This is an optimization exercise on Yosys and OpenROAD, whose aim is small area, not a production implementation. At most, simulation tests tie the RTL to the original design; equivalence was not proved.

==> job 7192 <==
// pp_core
module pp_core (
    input  wire         clk,
    input  wire         rst,
    input  wire         cmd_valid,
    output wire         cmd_ready,
    input  wire [3:0]   cmd_code,
    input  wire [271:0] cmd_arg,
    output reg          rsp_valid,
    output reg  [1:0]   rsp_status,
    output wire [65:0]  rsp_data,
    output reg          tx_open_req,
    input  wire         tx_open_ack,
    input  wire         tx_open_ok,
    output reg          tx_wr_valid,
    output wire [31:0]  tx_wr_data,
    input  wire         tx_done,
    input  wire         tx_fail,
    output reg          tx_close,
    output wire [1:0]   phase,
    output wire [2:0]   err,
    output wire [1:0]   dstate
);
==> flow/config.mk <==
export PLATFORM = sky130hd
export DESIGN_NAME = pp_core
export DESIGN_NICKNAME = pp_core
export VERILOG_FILES = /design/flow/design.v
export SDC_FILE = /design/flow/constraint.sdc
export NUM_CORES = 4
export LEC_CHECK = 0
export CAP_MARGIN = 20
export CORE_MARGIN = 2
export CORE_UTILIZATION = 40
export CTS_CLUSTER_DIAMETER = 80
export CTS_CLUSTER_SIZE = 24
export PLACE_DENSITY = 0.6
export SLEW_MARGIN = 20
export SYNTH_HIERARCHICAL = 1
==> flow/constraint.sdc <==
create_clock -name core_clock -period 12.0 [get_ports {clk}]
set_input_delay 2.4000 -clock core_clock [delete_from_list [all_inputs] [get_ports {clk}]]
set_output_delay 2.4000 -clock core_clock [all_outputs]
set_load 0.01 [all_outputs]
standard.sh (not shown) runs the stock make flow with config.mk's settings and CLKGATE_MAP_FILE= SYNTH_SCRIPT=/design/flow/synth_recipe.tcl, a recipe that flattens the netlist after the stock synthesis.
==> flow/flow/run.sh <==
#!/bin/bash
# The standard layout, with each port buffered by the smallest buffer
# (sky130_fd_sc_hd__buf_1) instead of the default clkdlybuf4s50_1.
set -euo pipefail
export BUFFER_PORTS_ARGS="-buffer_cell sky130_fd_sc_hd__buf_1"
bash standard.sh finish > flow_standard.log 2>&1
==> job 3116: changes against job 7192 <==
--- a/flow/design.v
+++ b/flow/design.v
@@ -53,13 +53,12 @@
     wire        p_lo = ^w[15:0];
     wire        p_hi = ^w[31:16];
     wire        p_w  = p_lo ^ p_hi;
     wire [8:0]  count;
     pp_popcnt u_pop (.s(cmd_arg[255:0]), .c(count));
-    wire [3:0]  code_eff = busy ? C_TICK : cmd_code;
-    wire        sel_cur = code_eff[3] & code_eff[2] & code_eff[1];
-    wire        sel_pp  = code_eff[0] & ~code_eff[2];
+    wire        sel_cur = cmd_code[3] & cmd_code[2] & cmd_code[1];
+    wire        sel_pp  = cmd_code[0] & ~cmd_code[2];
     wire [15:0] pm = sel_cur ? {10'd0, cursor} : sel_pp ? cmd_arg[271:256] : cmd_arg[15:0];
     function [1:0] m3add;
         input [1:0] x, y;
         reg   [2:0] t;
         begin
@@ -86,11 +85,11 @@
     wire [1:0]  cnt_lo_nx = (cnt_lo == 2'd2) ? 2'd0 : cnt_lo + 2'd1;
     wire [1:0]  cnt_hi_nx = (cnt_lo != 2'd2) ? cnt_hi : (cnt_hi == 2'd2) ? 2'd0 : cnt_hi + 2'd1;
     wire [5:0]  cursor_nx = ({1'b0, cursor} + 7'd1 == cat_len) ? 6'd0 : cursor + 6'd1;
     reg [31:0] rw_nx;
     always @* begin
-        case (code_eff)
+        case (cmd_code)
             C_PARH:    rw_nx = {30'd0, p_hi, p_lo};
             C_PAR32:   rw_nx = {31'd0, p_w};
             C_ENCW:    rw_nx = {w[31:1], w[0] ^ p_w};
             C_TOBYTES: rw_nx = w;
             C_COUNT:   rw_nx = {23'd0, count};
@@ -108,12 +107,14 @@
     assign rsp_data = ({66{f_low}}  & {34'd0, rw})
                     | ({66{f_ent}}  & {2'd0, hdr, 32'd0})
                     | ({66{f_tick}} & {hdr, rw, cnt_hi});
     assign tx_wr_data = wr_body ? rw : hdr;
     always @(posedge clk) begin
-        rw <= open_wait ? {29'd0, E_OPEN} : rw_nx;
-        rc <= code_eff[2] ? rd : count[7:0];
+        if (!busy) begin
+            rw <= open_wait ? {29'd0, E_OPEN} : rw_nx;
+            rc <= cmd_code[2] ? rd : count[7:0];
+        end
     end
     always @(posedge clk) begin
         f_low  <= 1'b0;
         f_ent  <= 1'b0;
         f_tick <= 1'b0;
@@ -137,11 +138,10 @@
                 default: ;
             endcase
         end
     end
     always @(posedge clk) begin
-        rsp_status <= ST_OK;
         if (rst) begin
             cat_len     <= 7'd0;
             cursor      <= 6'd0;
             cnt_hi      <= 2'd0;
             cnt_lo      <= 2'd0;
@@ -178,11 +178,10 @@
                 end
             end else if (busy) begin
                 if (tx_done) begin
                     wr_hdr  <= 1'b0;
                     wr_body <= 1'b0;
-                    if (wr_body) cursor <= cursor_nx;
                     if (tx_fail) begin
                         if (err_r == E_NONE) err_r <= E_WRITE;
                         tx_close <= 1'b1;           
                         phase_r  <= PH_HALT;
                     end else if (wr_hdr) begin
@@ -232,10 +231,11 @@
                             rsp_status <= ST_REFUSED;
                         end else if (stop_req) begin
                             tx_close <= 1'b1;
                             phase_r  <= PH_STOPPED;
                         end else begin
+                            cursor      <= cursor_nx;
                             cnt_hi      <= cnt_hi_nx;
                             cnt_lo      <= cnt_lo_nx;
                             tx_wr_valid <= 1'b1;
                             wr_hdr      <= 1'b1;
                         end
@@ -269,17 +269,11 @@
             pp_ao8 u_r (.d(grp), .s(row), .q(q[b]));
         end
     endgenerate
 endmodule
 module pp_ao8 (input wire [7:0] d, input wire [7:0] s, output wire q);
-    wire n0, n1;
-    pp_aoi222 u0 (.a(d[2:0]), .s(s[2:0]), .y(n0));
-    pp_aoi222 u1 (.a(d[5:3]), .s(s[5:3]), .y(n1));
-    assign q = ~(n0 & n1) | (d[6] & s[6]) | (d[7] & s[7]);
-endmodule
-module pp_aoi222 (input wire [2:0] a, input wire [2:0] s, output wire y);
-    assign y = ~((a[0] & s[0]) | (a[1] & s[1]) | (a[2] & s[2]));
+    assign q = |(d & s);
 endmodule
 module pp_popcnt (input wire [255:0] s, output wire [8:0] c);
   wire n257, n258;
   pp_fa un257 (.a(s[0]), .b(s[1]), .c(s[2]), .s(n257), .co(n258));
   wire n259, n260;
--- a/flow/config.mk
+++ b/flow/config.mk
@@ -6,10 +6,10 @@
 export NUM_CORES = 4
 export LEC_CHECK = 0
 export CAP_MARGIN = 20
 export CORE_MARGIN = 2
 export CORE_UTILIZATION = 40
-export CTS_CLUSTER_DIAMETER = 80
-export CTS_CLUSTER_SIZE = 24
+export CTS_CLUSTER_DIAMETER = 60
+export CTS_CLUSTER_SIZE = 30
 export PLACE_DENSITY = 0.6
 export SLEW_MARGIN = 20
 export SYNTH_HIERARCHICAL = 1
==> job 4440: changes against job 7192 <==
--- a/flow/design.v
+++ b/flow/design.v
@@ -53,32 +53,22 @@
     wire        p_lo = ^w[15:0];
     wire        p_hi = ^w[31:16];
     wire        p_w  = p_lo ^ p_hi;
     wire [8:0]  count;
     pp_popcnt u_pop (.s(cmd_arg[255:0]), .c(count));
-    wire [3:0]  code_eff = busy ? C_TICK : cmd_code;
-    wire        sel_cur = code_eff[3] & code_eff[2] & code_eff[1];
-    wire        sel_pp  = code_eff[0] & ~code_eff[2];
+    wire        sel_cur = cmd_code[3] & cmd_code[2] & cmd_code[1];
+    wire        sel_pp  = cmd_code[0] & ~cmd_code[2];
     wire [15:0] pm = sel_cur ? {10'd0, cursor} : sel_pp ? cmd_arg[271:256] : cmd_arg[15:0];
-    function [1:0] m3add;
-        input [1:0] x, y;
-        reg   [2:0] t;
-        begin
-            t = x + y;
-            m3add = (t >= 3'd3) ? t - 3'd3 : t[1:0];
-        end
-    endfunction
-    function [1:0] m3dig;
-        input [1:0] d;
-        begin
-            m3dig = (d == 2'd3) ? 2'd0 : d;
-        end
-    endfunction
-    wire [1:0] m3 = m3add(m3add(m3add(m3dig(pm[1:0]),   m3dig(pm[3:2])),
-                                m3add(m3dig(pm[5:4]),   m3dig(pm[7:6]))),
-                          m3add(m3add(m3dig(pm[9:8]),   m3dig(pm[11:10])),
-                                m3add(m3dig(pm[13:12]), m3dig(pm[15:14]))));
+    reg  [4:0]  m3s;
+    reg  [1:0]  m3;
+    integer k;
+    always @* begin
+        m3s = 5'd0;
+        for (k = 0; k < 8; k = k + 1)
+            m3s = m3s + {3'd0, pm[2*k +: 2]};    
+        m3 = m3s % 5'd3;
+    end
     wire [8:0]  mask = {{3{m3 == 2'd2}}, {3{m3 == 2'd1}}, {3{m3 == 2'd0}}};
     wire [31:0] body = {pm[7:0], mask, 14'd0, ~^pm[7:0]};
     wire [5:0]  slot = cat_len[5:0] + ~pm[5:0];
     wire [7:0]  rd;
     pp_rdmux u_rd (.d(cat), .a(slot), .q(rd));
@@ -86,11 +76,11 @@
     wire [1:0]  cnt_lo_nx = (cnt_lo == 2'd2) ? 2'd0 : cnt_lo + 2'd1;
     wire [1:0]  cnt_hi_nx = (cnt_lo != 2'd2) ? cnt_hi : (cnt_hi == 2'd2) ? 2'd0 : cnt_hi + 2'd1;
     wire [5:0]  cursor_nx = ({1'b0, cursor} + 7'd1 == cat_len) ? 6'd0 : cursor + 6'd1;
     reg [31:0] rw_nx;
     always @* begin
-        case (code_eff)
+        case (cmd_code)
             C_PARH:    rw_nx = {30'd0, p_hi, p_lo};
             C_PAR32:   rw_nx = {31'd0, p_w};
             C_ENCW:    rw_nx = {w[31:1], w[0] ^ p_w};
             C_TOBYTES: rw_nx = w;
             C_COUNT:   rw_nx = {23'd0, count};
@@ -108,12 +98,14 @@
     assign rsp_data = ({66{f_low}}  & {34'd0, rw})
                     | ({66{f_ent}}  & {2'd0, hdr, 32'd0})
                     | ({66{f_tick}} & {hdr, rw, cnt_hi});
     assign tx_wr_data = wr_body ? rw : hdr;
     always @(posedge clk) begin
-        rw <= open_wait ? {29'd0, E_OPEN} : rw_nx;
-        rc <= code_eff[2] ? rd : count[7:0];
+        if (!busy) begin
+            rw <= open_wait ? {29'd0, E_OPEN} : rw_nx;
+            rc <= cmd_code[2] ? rd : count[7:0];
+        end
     end
     always @(posedge clk) begin
         f_low  <= 1'b0;
         f_ent  <= 1'b0;
         f_tick <= 1'b0;
@@ -137,11 +129,10 @@
                 default: ;
             endcase
         end
     end
     always @(posedge clk) begin
-        rsp_status <= ST_OK;
         if (rst) begin
             cat_len     <= 7'd0;
             cursor      <= 6'd0;
             cnt_hi      <= 2'd0;
             cnt_lo      <= 2'd0;
@@ -178,11 +169,10 @@
                 end
             end else if (busy) begin
                 if (tx_done) begin
                     wr_hdr  <= 1'b0;
                     wr_body <= 1'b0;
-                    if (wr_body) cursor <= cursor_nx;
                     if (tx_fail) begin
                         if (err_r == E_NONE) err_r <= E_WRITE;
                         tx_close <= 1'b1;           
                         phase_r  <= PH_HALT;
                     end else if (wr_hdr) begin
@@ -232,10 +222,11 @@
                             rsp_status <= ST_REFUSED;
                         end else if (stop_req) begin
                             tx_close <= 1'b1;
                             phase_r  <= PH_STOPPED;
                         end else begin
+                            cursor      <= cursor_nx;
                             cnt_hi      <= cnt_hi_nx;
                             cnt_lo      <= cnt_lo_nx;
                             tx_wr_valid <= 1'b1;
                             wr_hdr      <= 1'b1;
                         end
@@ -269,17 +260,11 @@
             pp_ao8 u_r (.d(grp), .s(row), .q(q[b]));
         end
     endgenerate
 endmodule
 module pp_ao8 (input wire [7:0] d, input wire [7:0] s, output wire q);
-    wire n0, n1;
-    pp_aoi222 u0 (.a(d[2:0]), .s(s[2:0]), .y(n0));
-    pp_aoi222 u1 (.a(d[5:3]), .s(s[5:3]), .y(n1));
-    assign q = ~(n0 & n1) | (d[6] & s[6]) | (d[7] & s[7]);
-endmodule
-module pp_aoi222 (input wire [2:0] a, input wire [2:0] s, output wire y);
-    assign y = ~((a[0] & s[0]) | (a[1] & s[1]) | (a[2] & s[2]));
+    assign q = |(d & s);
 endmodule
 module pp_popcnt (input wire [255:0] s, output wire [8:0] c);
   wire n257, n258;
   pp_fa un257 (.a(s[0]), .b(s[1]), .c(s[2]), .s(n257), .co(n258));
   wire n259, n260;
==> flow/run.sh (new file) <==
#!/bin/bash
# synth_recipe.tcl (not shown) runs the flow's synth.tcl, then flattens the netlist and writes it again
# the make line also repeats each setting of config.mk as NAME=value (left out here)
make -C /OpenROAD-flow-scripts/flow DESIGN_CONFIG=/design/flow/config.mk WORK_HOME=/design/flow/orfs CLKGATE_MAP_FILE= SYNTH_SCRIPT=/design/flow/synth_recipe.tcl finish
--- a/flow/config.mk
+++ b/flow/config.mk
@@ -6,10 +6,8 @@
 export NUM_CORES = 4
 export LEC_CHECK = 0
 export CAP_MARGIN = 20
 export CORE_MARGIN = 2
 export CORE_UTILIZATION = 40
-export CTS_CLUSTER_DIAMETER = 80
-export CTS_CLUSTER_SIZE = 24
 export PLACE_DENSITY = 0.6
 export SLEW_MARGIN = 20
 export SYNTH_HIERARCHICAL = 1
removed: flow/flow/run.sh
removed: flow/standard.sh
==> job 6056: changes against job 7192 <==
--- a/flow/design.v
+++ b/flow/design.v
@@ -57,37 +57,51 @@
     pp_popcnt u_pop (.s(cmd_arg[255:0]), .c(count));
     wire [3:0]  code_eff = busy ? C_TICK : cmd_code;
     wire        sel_cur = code_eff[3] & code_eff[2] & code_eff[1];
     wire        sel_pp  = code_eff[0] & ~code_eff[2];
     wire [15:0] pm = sel_cur ? {10'd0, cursor} : sel_pp ? cmd_arg[271:256] : cmd_arg[15:0];
-    function [1:0] m3add;
-        input [1:0] x, y;
-        reg   [2:0] t;
-        begin
-            t = x + y;
-            m3add = (t >= 3'd3) ? t - 3'd3 : t[1:0];
-        end
-    endfunction
-    function [1:0] m3dig;
-        input [1:0] d;
-        begin
-            m3dig = (d == 2'd3) ? 2'd0 : d;
-        end
-    endfunction
-    wire [1:0] m3 = m3add(m3add(m3add(m3dig(pm[1:0]),   m3dig(pm[3:2])),
-                                m3add(m3dig(pm[5:4]),   m3dig(pm[7:6]))),
-                          m3add(m3add(m3dig(pm[9:8]),   m3dig(pm[11:10])),
-                                m3add(m3dig(pm[13:12]), m3dig(pm[15:14]))));
-    wire [8:0]  mask = {{3{m3 == 2'd2}}, {3{m3 == 2'd1}}, {3{m3 == 2'd0}}};
-    wire [31:0] body = {pm[7:0], mask, 14'd0, ~^pm[7:0]};
-    wire [5:0]  slot = cat_len[5:0] + ~pm[5:0];
+    wire [2:0]  m3oh;
+    wire        id_par;
+    pp_mod3 u_m3 (.p(pm), .oh(m3oh), .par8(id_par));
+    wire [8:0]  mask = {{3{m3oh[2]}}, {3{m3oh[1]}}, {3{m3oh[0]}}};
+    wire [31:0] body = {pm[7:0], mask, 14'd0, ~id_par};
+    wire [5:0]  slot;
+    wire [6:0]  sc;
+    pp_ha a_s0 (.a(cat_len[0]), .b(~pm[0]), .s(slot[0]), .co(sc[1]));
+    genvar gi;
+    generate
+        for (gi = 1; gi < 6; gi = gi + 1) begin : g_slot
+            pp_fa a_s (.a(cat_len[gi]), .b(~pm[gi]), .c(sc[gi]), .s(slot[gi]), .co(sc[gi+1]));
+        end
+    endgenerate
+    wire        slot_neg = ~(cat_len[6] | sc[6]);
     wire [7:0]  rd;
     pp_rdmux u_rd (.d(cat), .a(slot), .q(rd));
-    wire        get_bad = cmd_arg[15:0] >= {9'd0, cat_len};
+    wire        get_bad = slot_neg | (|cmd_arg[15:6]);
     wire [1:0]  cnt_lo_nx = (cnt_lo == 2'd2) ? 2'd0 : cnt_lo + 2'd1;
     wire [1:0]  cnt_hi_nx = (cnt_lo != 2'd2) ? cnt_hi : (cnt_hi == 2'd2) ? 2'd0 : cnt_hi + 2'd1;
-    wire [5:0]  cursor_nx = ({1'b0, cursor} + 7'd1 == cat_len) ? 6'd0 : cursor + 6'd1;
+    wire [5:0]  cursor_inc;
+    wire [5:0]  cic;
+    assign cursor_inc[0] = ~cursor[0];
+    assign cic[1] = cursor[0];
+    generate
+        for (gi = 1; gi < 5; gi = gi + 1) begin : g_cinc
+            pp_ha a_c (.a(cursor[gi]), .b(cic[gi]), .s(cursor_inc[gi]), .co(cic[gi+1]));
+        end
+    endgenerate
+    assign cursor_inc[5] = cursor[5] ^ cic[5];
+    wire [5:0]  cursor_nx = (slot == 6'd0) ? 6'd0 : cursor_inc;
+    wire [6:0]  len_inc;
+    wire [6:0]  lic;
+    assign len_inc[0] = ~cat_len[0];
+    assign lic[1] = cat_len[0];
+    generate
+        for (gi = 1; gi < 6; gi = gi + 1) begin : g_linc
+            pp_ha a_l (.a(cat_len[gi]), .b(lic[gi]), .s(len_inc[gi]), .co(lic[gi+1]));
+        end
+    endgenerate
+    assign len_inc[6] = cat_len[6] ^ lic[6];
     reg [31:0] rw_nx;
     always @* begin
         case (code_eff)
             C_PARH:    rw_nx = {30'd0, p_hi, p_lo};
             C_PAR32:   rw_nx = {31'd0, p_w};
@@ -103,14 +117,15 @@
             C_GET:     rw_nx = get_bad ? {29'd0, E_INDEX} : body;
             default:   rw_nx = body;              
         endcase
     end
     wire [31:0] hdr = {4'hF, rc, 20'h42000} | {31'd0, ^rc};
+    wire [31:0] tbody = rw & 32'hFFFF8001;
     assign rsp_data = ({66{f_low}}  & {34'd0, rw})
                     | ({66{f_ent}}  & {2'd0, hdr, 32'd0})
-                    | ({66{f_tick}} & {hdr, rw, cnt_hi});
-    assign tx_wr_data = wr_body ? rw : hdr;
+                    | ({66{f_tick}} & {hdr, tbody, cnt_hi});
+    assign tx_wr_data = wr_body ? tbody : hdr;
     always @(posedge clk) begin
         rw <= open_wait ? {29'd0, E_OPEN} : rw_nx;
         rc <= code_eff[2] ? rd : count[7:0];
     end
     always @(posedge clk) begin
@@ -201,11 +216,11 @@
                         end else if (cat_len[6]) begin
                             if (err_r == E_NONE) err_r <= E_CONFIG;
                             phase_r    <= PH_HALT;
                             rsp_status <= ST_ERROR;
                         end else begin
-                            cat_len <= cat_len + 7'd1;
+                            cat_len <= len_inc;
                         end
                     end
                     C_START: begin
                         if (phase_r != PH_BUILD) begin
                             rsp_status <= ST_REFUSED;
@@ -277,10 +292,35 @@
     assign q = ~(n0 & n1) | (d[6] & s[6]) | (d[7] & s[7]);
 endmodule
 module pp_aoi222 (input wire [2:0] a, input wire [2:0] s, output wire y);
     assign y = ~((a[0] & s[0]) | (a[1] & s[1]) | (a[2] & s[2]));
 endmodule
+module pp_mod3 (input wire [15:0] p, output wire [2:0] oh, output wire par8);
+    wire s1a, c1a, s1b, c1b, s2a, c2a, s2b, c2b;
+    pp_fa f0 (.a(p[0]),  .b(p[2]),  .c(p[4]),  .s(s1a), .co(c1a));
+    pp_fa f1 (.a(p[8]),  .b(p[10]), .c(p[12]), .s(s1b), .co(c1b));
+    pp_fa f2 (.a(p[1]),  .b(p[3]),  .c(p[5]),  .s(s2a), .co(c2a));
+    pp_fa f3 (.a(p[9]),  .b(p[11]), .c(p[13]), .s(s2b), .co(c2b));
+    assign par8 = s1a ^ s2a ^ p[6] ^ p[7];
+    wire x1, y1, x2, y2, z1, t1, z2, t2;
+    pp_fa f4 (.a(s1a), .b(s1b), .c(p[6]), .s(x1), .co(y1));
+    pp_fa f5 (.a(p[14]), .b(c2a), .c(c2b), .s(x2), .co(y2));
+    pp_fa f6 (.a(c1a), .b(c1b), .c(s2a), .s(z1), .co(t1));
+    pp_fa f7 (.a(s2b), .b(p[7]), .c(p[15]), .s(z2), .co(t2));
+    wire u1, v1, u2, v2;
+    pp_fa f8 (.a(x1), .b(x2), .c(t1), .s(u1), .co(v1));
+    pp_fa f9 (.a(y1), .b(y2), .c(z1), .s(u2), .co(v2));
+    wire a, b, c, d;
+    pp_fa f10 (.a(u1), .b(t2), .c(v2), .s(a), .co(b));
+    pp_fa f11 (.a(v1), .b(u2), .c(z2), .s(c), .co(d));
+    wire e, f, g, h;
+    pp_ha h0 (.a(a), .b(d), .s(e), .co(f));
+    pp_fa f12 (.a(b), .b(c), .c(f), .s(g), .co(h));
+    assign oh[0] = (~e & ~h & ~g) | ((e ^ h) & g);
+    assign oh[1] = ((e ^ h) & ~g) | (e & h & g);
+    assign oh[2] = (e & h & ~g) | (~e & ~h & g);
+endmodule
 module pp_popcnt (input wire [255:0] s, output wire [8:0] c);
   wire n257, n258;
   pp_fa un257 (.a(s[0]), .b(s[1]), .c(s[2]), .s(n257), .co(n258));
   wire n259, n260;
   pp_fa un259 (.a(s[3]), .b(s[4]), .c(s[5]), .s(n259), .co(n260));
--- a/flow/config.mk
+++ b/flow/config.mk
@@ -8,8 +8,9 @@
 export CAP_MARGIN = 20
 export CORE_MARGIN = 2
 export CORE_UTILIZATION = 40
 export CTS_CLUSTER_DIAMETER = 80
 export CTS_CLUSTER_SIZE = 24
+export GPL_TIMING_DRIVEN = 0
 export PLACE_DENSITY = 0.6
 export SLEW_MARGIN = 20
 export SYNTH_HIERARCHICAL = 1
==> comparison <==
Setup slack, lowest first: job 4440, job 3116, job 6056, job 7192. Final area: job 7192 is lower than job 6056 (0.87%). Of job 7192 and job 6056, job 6056 has the higher core utilization (gap 1.4 points). Wire length, highest first: job 4440, job 3116, job 7192, job 6056.
No functional check of the RTL was part of job 3116.

[what the ideal ports hide]
Ports are ideal in the flow. The routed layouts listed here were re-timed in OpenROAD.
Step 1 sets driving cells, clkbuf_16 on the clock port and buf_2 on the other inputs (assumed; they add their load-dependent delay and slew).
Step 2 adds t to the input delays and takes it off the output delays; t is the mean of the earliest and latest rising clock arrival at the registers after step 1. Input paths then give back, and output paths get back, about the clock's delay inside the block.
Slacks: ideal ports / drivers / drivers and shift; pairs: ideal ports / drivers.
run | t (ns) | setup WS [ns] | hold slack, ns | clock arrival spread, ns | worst register clock-pin slew, ns
job 7192 | 0.675 | 3.165 / 3.202 / 2.527 | 0.446 / 0.446 / 0.446 | 0.025 / 0.024 | 0.10 / 0.10
job 3116 | 0.645 | 2.886 / 2.913 / 2.267 | 0.430 / 0.430 / 0.430 | 0.047 / 0.047 | 0.11 / 0.11
job 4440 | 0.685 | 1.908 / 1.941 / 1.256 | 0.432 / 0.432 / 0.432 | 0.028 / 0.028 | 0.07 / 0.07
job 6056 | 0.673 | 3.037 / 3.065 / 2.392 | 0.441 / 0.441 / 0.441 | 0.028 / 0.028 | 0.10 / 0.10
After both steps every run listed still meets setup and hold. The setup slack of job 4440, which loses most, moves by +0.033 ns with the drivers and by -0.652 ns with both steps.
